Source: an optimization exercise on an open RTL-to-GDS flow (aim: small area). Production flows keep margins and buffers that such runs may drop. In this exercise RTL edits were held to simulation tests only and were not proved equivalent to the original. Power and IR drop assume default switching activity.

$ cat flow/design.v
module gbn_sender (
    input  wire         clk,
    input  wire         rst,
    input  wire         start,
    output wire         src_next,
    input  wire         src_rsp,
    input  wire         src_exh,
    input  wire         src_last,
    input  wire [7:0]   src_len,
    input  wire [239:0] src_data,
    output wire         src_seek,
    output wire [11:0]  src_seek_idx,
    output wire         tx_valid,
    output wire [263:0] tx_frame,
    input  wire         tx_ready,
    input  wire         tx_err,
    output wire         rx_req,
    input  wire         rx_rsp,
    input  wire         rx_err,
    input  wire         rx_timeout,
    input  wire         rx_short,
    input  wire [23:0]  rx_hdr,
    output wire         ev_valid,
    output wire         ev_kind,
    output wire [2:0]   ev_seq,
    output wire         done,
    output wire         fault,
    output wire [3:0]   cause
);
    localparam [3:0] F_SHORT    = 4'd1, F_FIELD    = 4'd2, F_SRC_ZERO = 4'd3,
                     F_CH_SEND  = 4'd4, F_CH_RECV  = 4'd5, F_UNDERFLOW = 4'd6,
                     F_OVERFLOW = 4'd7, F_SRC_PROTO = 4'd8;
    localparam [4:0] S_IDLE  = 5'd0,
                     S_TOP   = 5'd1,    
                     S_REQN  = 5'd2,    
                     S_REQO  = 5'd3,    
                     S_TXN   = 5'd4,    
                     S_TXO   = 5'd5,    
                     S_TXE   = 5'd6,    
                     S_RWD   = 5'd7,    
                     S_RSND  = 5'd8,    
                     S_SKQ   = 5'd9,    
                     S_SKW   = 5'd10,   
                     S_SKT   = 5'd11,   
                     S_WAIT  = 5'd12,
                     S_EWAIT = 5'd13,
                     S_EV    = 5'd14,   
                     S_POP   = 5'd15,   
                     S_RSY   = 5'd16,   
                     S_DONE  = 5'd17,
                     S_FAULT = 5'd18;
    reg  [4:0]   state;
    reg  [3:0]   cause_r;
    reg  [2:0]   base;
    reg  [2:0]   outs;
    reg  [11:0]  sent;
    reg  [2:0]   k;           
    reg          do_nothing, resend, send_eot, src_done;
    reg  [239:0] pay;
    reg  [4:0]   len;
    wire in_tx = (state == S_TXN) || (state == S_TXO) || (state == S_TXE);
    assign src_next     = (state == S_REQN) || (state == S_REQO);
    assign src_seek     = (state == S_SKQ) || (state == S_SKW) || (state == S_SKT);
    assign src_seek_idx = sent;
    assign tx_valid     = in_tx;
    wire [2:0] tx_seq   = base + ((state == S_TXO) ? k : outs);
    assign tx_frame     = {pay, 3'd0, len, 5'd0, tx_seq, 6'd0, send_eot, 1'b1};
    assign rx_req       = (state == S_WAIT) || (state == S_EWAIT);
    assign ev_valid     = (state == S_EV);
    assign ev_kind      = send_eot;
    assign ev_seq       = k;
    assign done         = (state == S_DONE);
    assign fault        = (state == S_FAULT);
    assign cause        = cause_r;
    wire load_d = (state == S_REQN) || (state == S_REQO);
    wire hold   = in_tx;
    genvar g;
    generate
        for (g = 0; g < 30; g = g + 1) begin : g_pay
            wire m = load_d && (src_len[4:0] > g);
            always @(posedge clk)
                pay[8*g +: 8] <= (src_data[8*g +: 8] & {8{m}}) | (pay[8*g +: 8] & {8{hold}});
        end
    endgenerate
    always @(posedge clk)
        len <= (src_len[4:0] & {5{load_d}}) | (len & {5{hold}});
    wire [2:0] rx_seq    = rx_hdr[10:8];
    wire rx_illegal = (rx_hdr[7:2] != 6'd0) || (rx_hdr[15:11] != 5'd0) ||
                      (rx_hdr[23:16] > 8'd30);
    wire [1:0] rx_kind = rx_hdr[1:0];
    wire outs_full = (outs == 3'd7);
    wire outs_zero = (outs == 3'd0);
    wire [2:0] dn  = k - base;
    wire found     = (dn < outs);
    wire late      = src_done && (outs < 3'd6) && (sent[2:0] == k);
    wire acked_zero = (sent[11:3] == 9'd0) && (sent[2:0] == outs);
    always @(posedge clk) begin
        if (rst) begin
            state      <= S_IDLE;
            cause_r    <= 4'd0;
            base       <= 3'd0;
            outs       <= 3'd0;
            sent       <= 12'd0;
            k          <= 3'd0;
            do_nothing <= 1'b0;
            resend     <= 1'b0;
            send_eot   <= 1'b0;
            src_done   <= 1'b0;
        end else begin
            case (state)
                S_IDLE:
                    if (start)
                        state <= S_TOP;
                S_TOP:
                    if (send_eot)
                        state <= S_TXE;
                    else if (!do_nothing && !src_done && !outs_full)
                        state <= S_REQN;
                    else if (resend) begin
                        k     <= outs;
                        state <= S_RWD;
                    end else
                        state <= S_WAIT;
                S_RWD:
                    if (k != 3'd0) begin
                        sent <= sent - 12'd1;
                        k    <= k - 3'd1;
                    end else
                        state <= S_RSND;
                S_RSND:
                    if (k != outs)
                        state <= S_SKQ;
                    else begin
                        resend <= 1'b0;
                        state  <= S_SKW;
                    end
                S_SKQ: state <= S_REQO;
                S_SKW: state <= S_WAIT;
                S_SKT: state <= S_TOP;
                S_REQN, S_REQO:
                    if (src_rsp) begin
                        if (src_exh) begin
                            if (state == S_REQN) begin
                                src_done <= 1'b1;
                                state    <= S_TOP;
                            end else begin
                                cause_r <= F_SRC_PROTO;
                                state   <= S_FAULT;
                            end
                        end else if (src_len == 8'd0) begin
                            cause_r <= F_SRC_ZERO;
                            state   <= S_FAULT;
                        end else if (src_len > 8'd30) begin
                            cause_r <= F_SRC_PROTO;
                            state   <= S_FAULT;
                        end else if ((state == S_REQN) && (sent == 12'hFFF)) begin
                            cause_r <= F_OVERFLOW;
                            state   <= S_FAULT;
                        end else begin
                            if (state == S_REQN) begin
                                src_done <= src_last;
                                state    <= S_TXN;
                            end else
                                state    <= S_TXO;
                        end
                    end
                S_TXN, S_TXO, S_TXE:
                    if (tx_ready) begin
                        if (tx_err) begin
                            cause_r <= F_CH_SEND;
                            state   <= S_FAULT;
                        end else if (state == S_TXE) begin
                            state <= S_EWAIT;
                        end else begin
                            sent <= sent + 12'd1;
                            if (state == S_TXN) begin
                                outs  <= outs + 3'd1;
                                state <= S_TOP;
                            end else begin
                                k     <= k + 3'd1;
                                state <= S_RSND;
                            end
                        end
                    end
                S_WAIT:
                    if (rx_rsp) begin
                        k <= rx_seq;
                        if (rx_err) begin
                            cause_r <= F_CH_RECV;
                            state   <= S_FAULT;
                        end else if (rx_timeout) begin
                            if (!outs_zero && !do_nothing)
                                resend <= 1'b1;
                            if (outs_zero) begin
                                do_nothing <= 1'b0;
                                if (src_done)
                                    send_eot <= 1'b1;
                            end
                            state <= S_TOP;
                        end else if (rx_short) begin
                            cause_r <= F_SHORT;
                            state   <= S_FAULT;
                        end else if (rx_illegal) begin
                            cause_r <= F_FIELD;
                            state   <= S_FAULT;
                        end else if ((rx_kind == 2'd0) && !do_nothing) begin
                            state <= S_EV;
                        end else begin
                            state <= S_TOP;
                        end
                    end
                S_EWAIT:
                    if (rx_rsp) begin
                        k <= rx_seq;
                        if (rx_err) begin
                            cause_r <= F_CH_RECV;
                            state   <= S_FAULT;
                        end else if (rx_timeout) begin
                            state <= S_TOP;
                        end else if (rx_short) begin
                            cause_r <= F_SHORT;
                            state   <= S_FAULT;
                        end else if (rx_illegal) begin
                            cause_r <= F_FIELD;
                            state   <= S_FAULT;
                        end else if (rx_kind == 2'd2) begin
                            state <= S_EV;
                        end else if (acked_zero) begin
                            cause_r <= F_UNDERFLOW;
                            state   <= S_FAULT;
                        end else begin
                            send_eot <= 1'b0;
                            state    <= S_RSY;
                        end
                    end
                S_EV:
                    if (send_eot)
                        state <= S_DONE;
                    else if (found || late)
                        state <= S_POP;
                    else if (acked_zero) begin
                        cause_r <= F_UNDERFLOW;
                        state   <= S_FAULT;
                    end else
                        state <= S_RSY;
                S_POP: begin
                    if (!outs_zero) begin
                        outs <= outs - 3'd1;
                        base <= base + 3'd1;
                    end
                    if (outs_zero || (base == k))
                        state <= S_TOP;
                end
                S_RSY: begin
                    sent <= sent - 12'd1;
                    if (!outs_zero)
                        outs <= outs - 3'd1;
                    else begin
                        base       <= k;
                        src_done   <= 1'b0;
                        do_nothing <= 1'b1;
                        state      <= S_SKT;
                    end
                end
                S_DONE:  state <= S_DONE;
                S_FAULT: state <= S_FAULT;
                default: state <= S_FAULT;
            endcase
        end
    end
endmodule
$ cat flow/run.sh
#!/bin/bash
# synth_recipe.tcl (not shown) runs the flow's synth.tcl, then flattens the netlist and writes it again
# the make line also repeats each setting of config.mk as NAME=value (left out here)
make -C /OpenROAD-flow-scripts/flow DESIGN_CONFIG=/design/flow/config.mk WORK_HOME=/design/flow/orfs CLKGATE_MAP_FILE= SYNTH_SCRIPT=/design/flow/synth_recipe.tcl finish
$ cat flow/config.mk
export PLATFORM = sky130hd
export DESIGN_NAME = gbn_sender
export DESIGN_NICKNAME = gbn_sender
export VERILOG_FILES = /design/flow/design.v
export SDC_FILE = /design/flow/constraint.sdc
export NUM_CORES = 4
export LEC_CHECK = 0
export CAP_MARGIN = 20
export CORE_MARGIN = 2
export CORE_UTILIZATION = 30
export PLACE_DENSITY = 0.5
export SLEW_MARGIN = 20
$ cat flow/constraint.sdc
create_clock -name core_clock -period 10.0 [get_ports {clk}]
set_input_delay 2.0000 -clock core_clock [delete_from_list [all_inputs] [get_ports {clk}]]
set_output_delay 2.0000 -clock core_clock [all_outputs]
set_load 0.01 [all_outputs]
==> results of run 1 <==
final timing paths:
kind	from	cells past startpoint	endpoint
max reg2reg	state[2]	11	sent[10]
min reg2reg	len[4]	2	len[4]
min	len[4]	2	len[4]
max	state[2]	10	tx_frame[10]
flip-flops by register name (all words and copies together) (netlist names):
name and flops:
pay 240, sent 12, len 5, state 5, cause_r 4, base 3
k 3, outs 3, do_nothing 1, resend 1, send_eot 1, src_done 1
routing by layer:
layer	part of all wire	vias up	GRT usage
met3	0.083	77	0.08819
met2	0.50	428	0.4293
met5	0.0016	-	0
li1	-	4992	-
met4	0.026	12	0.07604
met1	0.39	4999	0.2894
area by class of cell:
cell class	count	area (µm²)
Clock buffer	52	1032
Tap cell	461	576.8
Sequential cell	279	5585
Timing Repair Buffer	572	5693
Fill cell	3312	17590
Clock inverter	10	156.4
Multi-Input combinational cell	676	4862
Antenna cell	2	5.005
Inverter	17	63.81
worst max-delay path, cell delays in order, from the launching register on:
cell and delay (ns):
dfxtp_1 0.64, or3b_1 0.55, nor2_1 0.19, nand2_1 0.17, nand2_1 0.10, o21ai_0 0.08
ha_1 0.20, fa_1 0.37, xor2_1 0.16, xnor2_1 0.18, clkdlybuf4s50_1 0.56
logic make-up after synthesis:
kind of cell / Yosys count
compound gates: 387
flops: 279
simple gates: 225
buf+inv: 97
xor+xnor: 23
fa+ha+maj: 21
mux: 5
other cells: 2
report_power, final:
group	leakage (nW)	internal [mW]	switching, mW
clock	0.580	0.818	0.500
combinational	3.98	0.747	0.874
sequential	2.26	1.29	0.149
total	6.83	2.85	1.52
through the flow:
stage	hold slack, ns	instances
detailed placement	0.4381	2005
finish	0.4418	2069
global placement	0.4303	2005
global route	0.4615	2067
CTS	0.4481	2067
floorplan	0.4605	1052
synthesized netlist by cell type, drive strengths merged, types with 3 or more instances:
cell type	instances
nand3	10
o21a	3
ha	16
a311oi	4
o221a	3
a22oi	3
o22ai	3
inv	15
and2	4
xnor2	15
or2	4
clkbuf	55
a21o	3
nor3	25
a32oi	3
a31oi	5
nand3b	4
fa	5
nand2b	17
mux2	3
and3	7
a2111oi	3
nand2	49
xor2	8
or3	7
nor2	58
a211oi	7
dfxtp	279
o21ai	31
nor4	10
o31ai	6
buf	25
nor2b	10
a22o	243
nand4	6
a21oi	49
nor3b	3
==> results.toml, run 1 <==
[outcome]
status = "finished clean"

[drt]
wire_per_inst_um = 23.85
drt_iter0_drc = 706
drc = 0
drt.antenna.violating_nets = 0
dr.pass1.iters = 5
vias_per_cell = 5.079
num_vias = 10508
routed_wl_um = 49340

[finish]
layout_commonest_cell = "clkdlybuf4s50_1"
final_cell_mix = "clkdlybuf4s50_1 (559), dfxtp_1 (279), a22o_1 (243)"
drive_above_1_share = 0.05666
final_util = 0.5053
fin_nets = 1886
stdcell_area_um2 = 17970
areaGrowthSynthToFinish_pct = 65.75

[logic_synthesis]
yosysTopAreaCell = "dfxtp_1"
synth-xor-area-share = 0.01858
synth_seq_cells = 279
synth_area_um2 = 10840
synthSimpleGateAreaFrac = 0.1081
synth_edf_count = 0
synth_top_family_by_area = "compound AO/OA/AOI/OAI gates"
ys_seq_area_frac = 0.5151
synth_area_leaders = "dfxtp_1 (52%), a22o_1 (20%), a21oi_1 (2.2%), nor2_1 (1.9%), clkbuf_1 (1.9%)"
netlist.area_leader.share = 0.5151
synthFlopType = "dfxtp_1"
async_flop_share = 0
syn_inst = 1039
synth-compound-area-share = 0.2828
synthMuxAreaShare = 0.004961
yosys_warnings = 1
synth_fa_ha_area_frac = 0.02769
synth_cell_types = 76
avgSynthCellArea_um2 = 10.44

[sta]
rsz0062_at_grt = "false"
hold_viol = 0
setup_viol = 0
max_freq_mhz = 174.4
fin_crit_sh = 0.5733
final.setup.tns_ns = 0
relSlewSlack = 0.2729
fin_skew_ns = 0.02545
fin_crit_ns = 5.733
setup_slack_ns = 4.267
tightest_slew_ns = 1.091
final-max-slew-violation-count = 0

[grt]
grt.overflow.total = 0
grt_util_all_layers = 0.2492
antenna_found_initial = 9
grt_pass1_vias = 10216
grt_max_degree = 92
grt_pass1_wl_um = 70440

[worst_hold_path]
min_path_type = "reg2reg"

[clock_tree]
cts-resized-gates = 0
cts_num_sinks = 279
htree_levels = 2
cts_made_buffers = 35
insertion_delay_ns = 0.54
ctsHoldBuffers = 0
clockBufferDepth = 3
cts_setup_buffers = 0
cts_root_buffer = "clkbuf_16"
cts_tree = "built"
clkSlewWorstSetupHoldPaths_ns = 0.06

[flow_run]
drv_cap = 0

[critical_path]
rrSetupSlack_ns = 5.79
worst_setup_path_start_kind = "flip-flop"
crit_arrival_ns = 3.73
worstPathMaxFanout = 18
required_ns = 8.00
path_class = "reg2out"
endpoint_kind = "output port"

[pwr]
p_per_area_nw_per_um2 = 243.4
power_mw = 4.375
p_leak_nw = 6.827
vdd_drop_max_mv = 0.1284

[placed_design]
place_area_um2 = 16780
place_congestion = 0.8821
place_worst_setup_slack_ns = 4.828
portBuffers = 559
dpl.hpwl_um = 38150

[floorplanning]
start_util = 0.3049
die_h_um = 194.1
die_area_um2 = 37680
rows = 69
die_w_um = 194.1
io_pins = 575
core_area_um2 = 35570
==> run 2: changes to the inputs <==
==> flow/flow/run.sh (new file) <==
#!/bin/bash
# Standard ORFS layout; the only change is the cell used for the port buffers
# (every input and output port still gets its own buffer).
set -euo pipefail
export BUFFER_PORTS_ARGS="-buffer_cell sky130_fd_sc_hd__buf_1"
bash standard.sh > standard_flow.log 2>&1
==> flow/standard.sh (new file) <==
#!/bin/bash
# synth_recipe.tcl (not shown) runs the flow's synth.tcl, then flattens the netlist and writes it again
# the make line also repeats each setting of config.mk as NAME=value (left out here)
make -C /OpenROAD-flow-scripts/flow DESIGN_CONFIG=/design/flow/config.mk WORK_HOME=/design/flow/orfs CLKGATE_MAP_FILE= SYNTH_SCRIPT=/design/flow/synth_recipe.tcl "${@:-finish}"
--- a/flow/config.mk
+++ b/flow/config.mk
@@ -8,5 +8,6 @@
 export CAP_MARGIN = 20
 export CORE_MARGIN = 2
 export CORE_UTILIZATION = 30
+export CTS_BUF_LIST = sky130_fd_sc_hd__clkbuf_4
 export PLACE_DENSITY = 0.5
 export SLEW_MARGIN = 20
removed: flow/run.sh
==> run 2 against run 1 <==
Effect of this change:
- clock skew grew 0.0077 ns
- total power shrank 13%
- clock power shrank about 20%
- via count grew 2.2%
- critical path type unchanged
- critical endpoint unchanged
- largest cell class is now registers
- largest power group is now sequential cells
==> results.toml, run 2 <==
[outcome]
status = "finished clean"

[logic_synthesis]
yosysTopAreaCell = "dfxtp_1"
synth_edf_count = 0
synth_seq_cells = 279
yosysMostFrequentCell = "dfxtp_1"
synthMuxAreaShare = 0.004961
yosys_warnings = 1
synth_top_family_by_area = "compound AO/OA/AOI/OAI gates"
synth_area_um2 = 10840
synth-xor-area-share = 0.01858
netlist_top_cells_count = "dfxtp_1 (279), a22o_1 (243), nor2_1 (56)"
synth_fa_ha_area_frac = 0.02769
synthFlopType = "dfxtp_1"
syn_inst = 1039
avgSynthCellArea_um2 = 10.44
synth-compound-area-share = 0.2828
synth_area_leaders = "dfxtp_1 (52%), a22o_1 (20%), a21oi_1 (2.2%), nor2_1 (1.9%), clkbuf_1 (1.9%)"
async_flop_share = 0
ys_seq_area_frac = 0.5151
netlist.area_leader.share = 0.5151
synth_cell_types = 76
synthSimpleGateAreaFrac = 0.1081

[finish]
areaGrowthSynthToFinish_pct = 31.82
fin_nets = 1927
fin_cells = 2144
final_util = 0.4019
layout_commonest_cell = "buf_1"
largest_reg_flops = 240
fillers = 3742
drive_above_1_share = 0.09541
largest-register = "pay"
final_cell_mix = "buf_1 (559), dfxtp_1 (279), a22o_1 (243)"
reg_top3 = "pay x240, sent x12"

[clock_tree]
htree_levels = 3
ctsHoldBuffers = 0
cts_root_buffer = "clkbuf_4"
cts_made_buffers = 80
cts_setup_buffers = 0
cts-resized-gates = 0
clockBufferDepth = 3
cts_tree = "built"
clkSlewWorstSetupHoldPaths_ns = 0.06
cts_num_sinks = 279
insertion_delay_ns = 0.72

[grt]
grt_pass1_wl_um = 64020
grt_pass1_vias = 10490
grt.overflow.total = 0
grt_max_degree = 242
grt_util_all_layers = 0.2214
antenna_found_initial = 7

[drt]
routed_wl_um = 43660
wire_per_inst_um = 20.36
drt_iter0_drc = 717
num_vias = 10741
drc = 0
dr.pass1.iters = 5
drt.antenna.violating_nets = 0
vias_per_cell = 5.010

[critical_path]
endpoint_kind = "output port"
worst_setup_path_start_kind = "flip-flop"
worstPathMaxFanout = 18
required_ns = 8.00
crit_arrival_ns = 3.57
path_class = "reg2out"

[sta]
tightest_slew_ns = 1.153
relSlewSlack = 0.2288
final.setup.tns_ns = 0
rsz0062_at_grt = "false"
fin_crit_sh = 0.5566
fin_crit_ns = 5.566
fin_skew_ns = 0.03319
max_freq_mhz = 179.7
final-max-slew-violation-count = 0
setup_viol = 0
hold_viol = 0

[floorplanning]
io_pins = 575
core_area_um2 = 35570
rows = 69
die_h_um = 194.1
die_w_um = 194.1
start_util = 0.3049
die_area_um2 = 37680

[flow_run]
drv_cap = 0

[pwr]
p_per_area_nw_per_um2 = 266.2
vdd_drop_max_mv = 0.1226
p_leak_nw = 5.441

[placed_design]
placed_cells = 2000
dpl.hpwl_um = 32910
place_congestion = 0.8872
portBuffers = 559

[worst_hold_path]
min_path_type = "reg2reg"
## run 2: cell counts after synthesis
Identical to the previous run, type by type.
## run 2: routing by layer
| metal | share of wire | vias to the layer above | GRT usage |
|---|---|---|---|
| met3 | 0.080 | 80 | 0.07323 |
| li1 | - | 5134 | - |
| met4 | 0.028 | 8 | 0.08838 |
| met1 | 0.40 | 5073 | 0.2610 |
| met5 | 0.0012 | - | 0 |
| met2 | 0.49 | 446 | 0.3710 |
## run 2: kinds of logic (layout without fill, tap and decap cells)
family / count (synthesis) / after routing
buf+inv: 97 / 722
fa+ha+maj: 21 / 21
xor+xnor: 23 / 23
mux: 5 / 5
simple gates: 225 / 225
compound gates: 387 / 387
flops: 279 / 279
other cells: 2 / 21
## run 2: where the power goes
group	switching, mW	internal [mW]	leakage [nW]
clock network	0.487	0.566	0.598
registers	0.147	1.29	2.26
logic	0.849	0.470	2.58
total	1.48	2.32	5.44
## run 2: worst max-delay path, cell delays in order, from the launching register on
cell and delay [ns]:
dfxtp_1 0.67, or3b_1 0.57, nor2_1 0.20, nand2_1 0.16
nand2_1 0.10, o21ai_0 0.09, ha_1 0.20, fa_1 0.38
xor2_1 0.16, xnor2_1 0.15, buf_1 0.17
## run 2: worst paths after layout
kind / startpoint / endpoint / slack (ns) / cells past startpoint
max: state[2] / tx_frame[10] / 4.43 / 10
min: len[4] / len[4] / 0.44 / 2
max reg2reg: state[2] / sent[10] / 5.85 / 11
min reg2reg: len[4] / len[4] / 0.44 / 2
## run 2: per-stage QoR
step	hold slack, ns	cell area (µm²)	total power, mW	setup WS, ns
2_1_floorplan	0.4605	10890	2.299	5.738
3_3_place_gp	0.4383	13250	2.754	5.311
3_5_place_dp	0.4380	13260	2.763	5.227
4_1_cts	0.4463	14250	3.849	4.367
5_1_grt	0.4620	14290	4.070	4.225
6_report	0.4418	14300	3.806	4.434
## run 2: layout make-up
cell class                      instances  area (µm²)  area share
Clock inverter                         18       96.34    0.006740
Clock buffer                          119       893.4     0.06249
Multi-Input combinational cell        676        4866      0.3404
Timing Repair Buffer                  568        2198      0.1538
Sequential cell                       279        5585      0.3907
Inverter                               17       63.81    0.004464
Tap cell                              461       576.8     0.04035
Antenna cell                            6       15.01    0.001050
==> run 3: changes to the inputs <==
--- a/flow/config.mk
+++ b/flow/config.mk
@@ -8,6 +8,6 @@
 export CAP_MARGIN = 20
 export CORE_MARGIN = 2
 export CORE_UTILIZATION = 30
-export CTS_BUF_LIST = sky130_fd_sc_hd__clkbuf_4
+export CTS_BUF_LIST = sky130_fd_sc_hd__clkbuf_2 sky130_fd_sc_hd__clkbuf_4 sky130_fd_sc_hd__clkbuf_8
 export PLACE_DENSITY = 0.5
 export SLEW_MARGIN = 20
==> run 3 against run 2 <==
Effect of this change:
- still clean on timing, DRC and antenna
- utilization rose by 0.31 points
- clock skew shrank 0.014 ns
- setup slack improved by 0.15 ns
- wire length decreased by 0.17%
- register-to-register slack about the same
- non-clock buffer count unchanged
- design area is 0.78% higher
- highest routed layer unchanged
==> results.toml, run 3 <==
[logic_synthesis]
synth_cell_types = 76
avgSynthCellArea_um2 = 10.44
netlist.area_leader.share = 0.5151
synth_edf_count = 0
synth_seq_cells = 279
yosysTopAreaCell = "dfxtp_1"
async_flop_share = 0
syn_inst = 1039
ys_seq_area_frac = 0.5151
synth_area_leaders = "dfxtp_1 (52%), a22o_1 (20%), a21oi_1 (2.2%), nor2_1 (1.9%), clkbuf_1 (1.9%)"
synthFlopType = "dfxtp_1"
yosysMostFrequentCell = "dfxtp_1"
synth_area_um2 = 10840
yosys_warnings = 1
netlist_top_cells_count = "dfxtp_1 (279), a22o_1 (243), nor2_1 (56)"

[pwr]
p_per_area_nw_per_um2 = 273.5
p_leak_nw = 5.421
vdd_drop_max_mv = 0.1329

[critical_path]
required_ns = 8.00
rrSetupSlack_ns = 5.85
r2r_start = "state[2]"
worstPathMaxFanout = 18
r2r_end = "sent[10]"
worst_setup_path_start_kind = "flip-flop"
path_class = "reg2out"
endpoint_kind = "output port"
crit_arrival_ns = 3.42
reg2regPathDepth = 11

[sta]
relSlewSlack = 0.2524
fin_crit_ns = 5.419
max_freq_mhz = 184.5
setup_slack_ns = 4.581
fin_skew_ns = 0.01882
hold_viol = 0
tightest_slew_ns = 1.117
final-max-slew-violation-count = 0
setup_viol = 0
final.setup.tns_ns = 0
fin_crit_sh = 0.5419
rsz0062_at_grt = "false"

[clock_tree]
clockBufferDepth = 3
cts_root_buffer = "clkbuf_8"
insertion_delay_ns = 0.59
cts_setup_buffers = 0
cts-resized-gates = 0
ctsHoldBuffers = 0
cts_num_sinks = 279
htree_levels = 2
clkSlewWorstSetupHoldPaths_ns = 0.06
cts_tree = "built"
cts_made_buffers = 50

[finish]
areaGrowthSynthToFinish_pct = 32.85
stdcell_area_um2 = 14410
reg_top3 = "pay x240, sent x12"
layout_commonest_cell = "buf_1"
largest-register = "pay"
fin_nets = 1897
largest_reg_flops = 240
final_cell_mix = "buf_1 (559), dfxtp_1 (279), a22o_1 (243)"
drive_above_1_share = 0.07560

[grt]
antenna_found_initial = 3
grt_max_degree = 242
grt_util_all_layers = 0.2202
grt.overflow.total = 0
grt_pass1_wl_um = 64030
grt_pass1_vias = 10220

[flow_run]
drv_cap = 0

[floorplanning]
die_w_um = 194.1
die_h_um = 194.1
core_area_um2 = 35570
io_pins = 575
rows = 69
start_util = 0.3049
die_area_um2 = 37680

[drt]
drt.antenna.violating_nets = 0
num_vias = 10587
drt_iter0_drc = 712
vias_per_cell = 5.068
dr.pass1.iters = 7
wire_per_inst_um = 20.86
drc = 0
routed_wl_um = 43580

[worst_hold_path]
min_to = "len[4]"
whs_path_depth = 2
min_path_type = "reg2reg"
hp-start = "len[4]"

[placed_design]
place_worst_setup_slack_ns = 5.227
place_congestion = 0.8872
portBuffers = 559
place_area_um2 = 13260
dpl.hpwl_um = 32910

[outcome]
status = "finished clean"
## run 3: cell counts after synthesis
Identical to the previous run, type by type.
## run 3: final cells by class
type / instances / area, µm²
clock inverters: 9 / 127.6
well taps: 461 / 576.8
repair buffers: 568 / 2198
fillers: 3696 / 21160
diodes: 1 / 2.502
flip-flops and latches: 279 / 5585
multi-input cells: 676 / 4866
inverters: 17 / 63.81
clock buffers: 78 / 985.9
## run 3: cell families (layout without fill, tap and decap cells)
| logic type | count (synthesis) | after routing | share of synthesized area |
|---|---|---|---|
| AOI/OAI and AO/OA | 387 | 387 | 0.2828 |
| DFF | 279 | 279 | 0.5151 |
| and+or+nand+nor | 225 | 225 | 0.1081 |
| buffers and inverters | 97 | 672 | 0.04211 |
| xor gates and xnor gates | 23 | 23 | 0.01858 |
| adders and majority gates | 21 | 21 | 0.02769 |
| muxes | 5 | 5 | 0.004961 |
| other | 2 | 16 | 0.0006925 |
## run 3: critical path, stage by stage (launching register included)
cell and delay, ns:
dfxtp_1 0.65, or3b_1 0.57, nor2_1 0.19, nand2_1 0.16
nand2_1 0.10, o21ai_0 0.09, ha_1 0.20, fa_1 0.38
xor2_1 0.16, xnor2_1 0.15, buf_1 0.17
## run 3: power by group
group	total (mW)	switching (mW)	leakage, nW	internal, mW
combinational	1.32	0.851	2.58	0.471
sequential	1.44	0.148	2.26	1.29
clock	1.18	0.482	0.579	0.701
## run 3: per-layer routing
layer,share of wire,GRT usage
met5,0.00087,0
met4,0.020,0.06061
met3,0.071,0.06453
met2,0.50,0.3833
met1,0.40,0.2634
## run 3: worst max-delay path by stage
stage             start           end  slack (ns)  depth (start not counted)
3_3_place_gp   state[2]  tx_frame[10]        5.31                         10
2_1_floorplan  state[3]  tx_frame[10]        5.74                         11
5_1_grt        state[2]  tx_frame[10]        4.37                         10
6_report       state[2]  tx_frame[10]        4.58                         10
3_5_place_dp   state[2]  tx_frame[10]        5.23                         10
4_1_cts        state[2]  tx_frame[10]        4.53                         10
## run 3: stage by stage
stage          total power [mW]    util  hold slack [ns]  instances
2_1_floorplan             2.299       -           0.4605       1052
3_3_place_gp              2.754  0.3725           0.4383       1999
3_5_place_dp              2.763  0.3728           0.4380       2000
4_1_cts                   3.973  0.4041           0.4483       2087
5_1_grt                   4.189  0.4050           0.4642       2088
6_report                  3.941  0.4050           0.4437       2089

==> port drivers added, routing unchanged <==
The results above use ideal ports. As a check the final layouts listed here were re-extracted and re-timed, cells and wires unchanged.
Step 1 sets driving cells, clkbuf_16 on the clock port and buf_2 on the other inputs (assumed; they add their load-dependent delay and slew).
Step 2 also shifts input and output timing later by t, the mid clock arrival at the registers, as if the neighbouring blocks saw the same clock.
Slacks: ideal / step 1 / step 2; pairs: ideal / step 1.
| run | shift t [ns] | setup WS [ns] | worst setup path after step 2 |
|---|---|---|---|
| run 1 | 0.586 | 4.267 / 4.212 / 4.798 | register to output |
| run 2 | 0.761 | 4.434 / 4.383 / 5.144 | register to output |
| run 3 | 0.635 | 4.581 / 4.531 / 5.165 | register to output |
After both steps setup and hold are still met in every run listed.
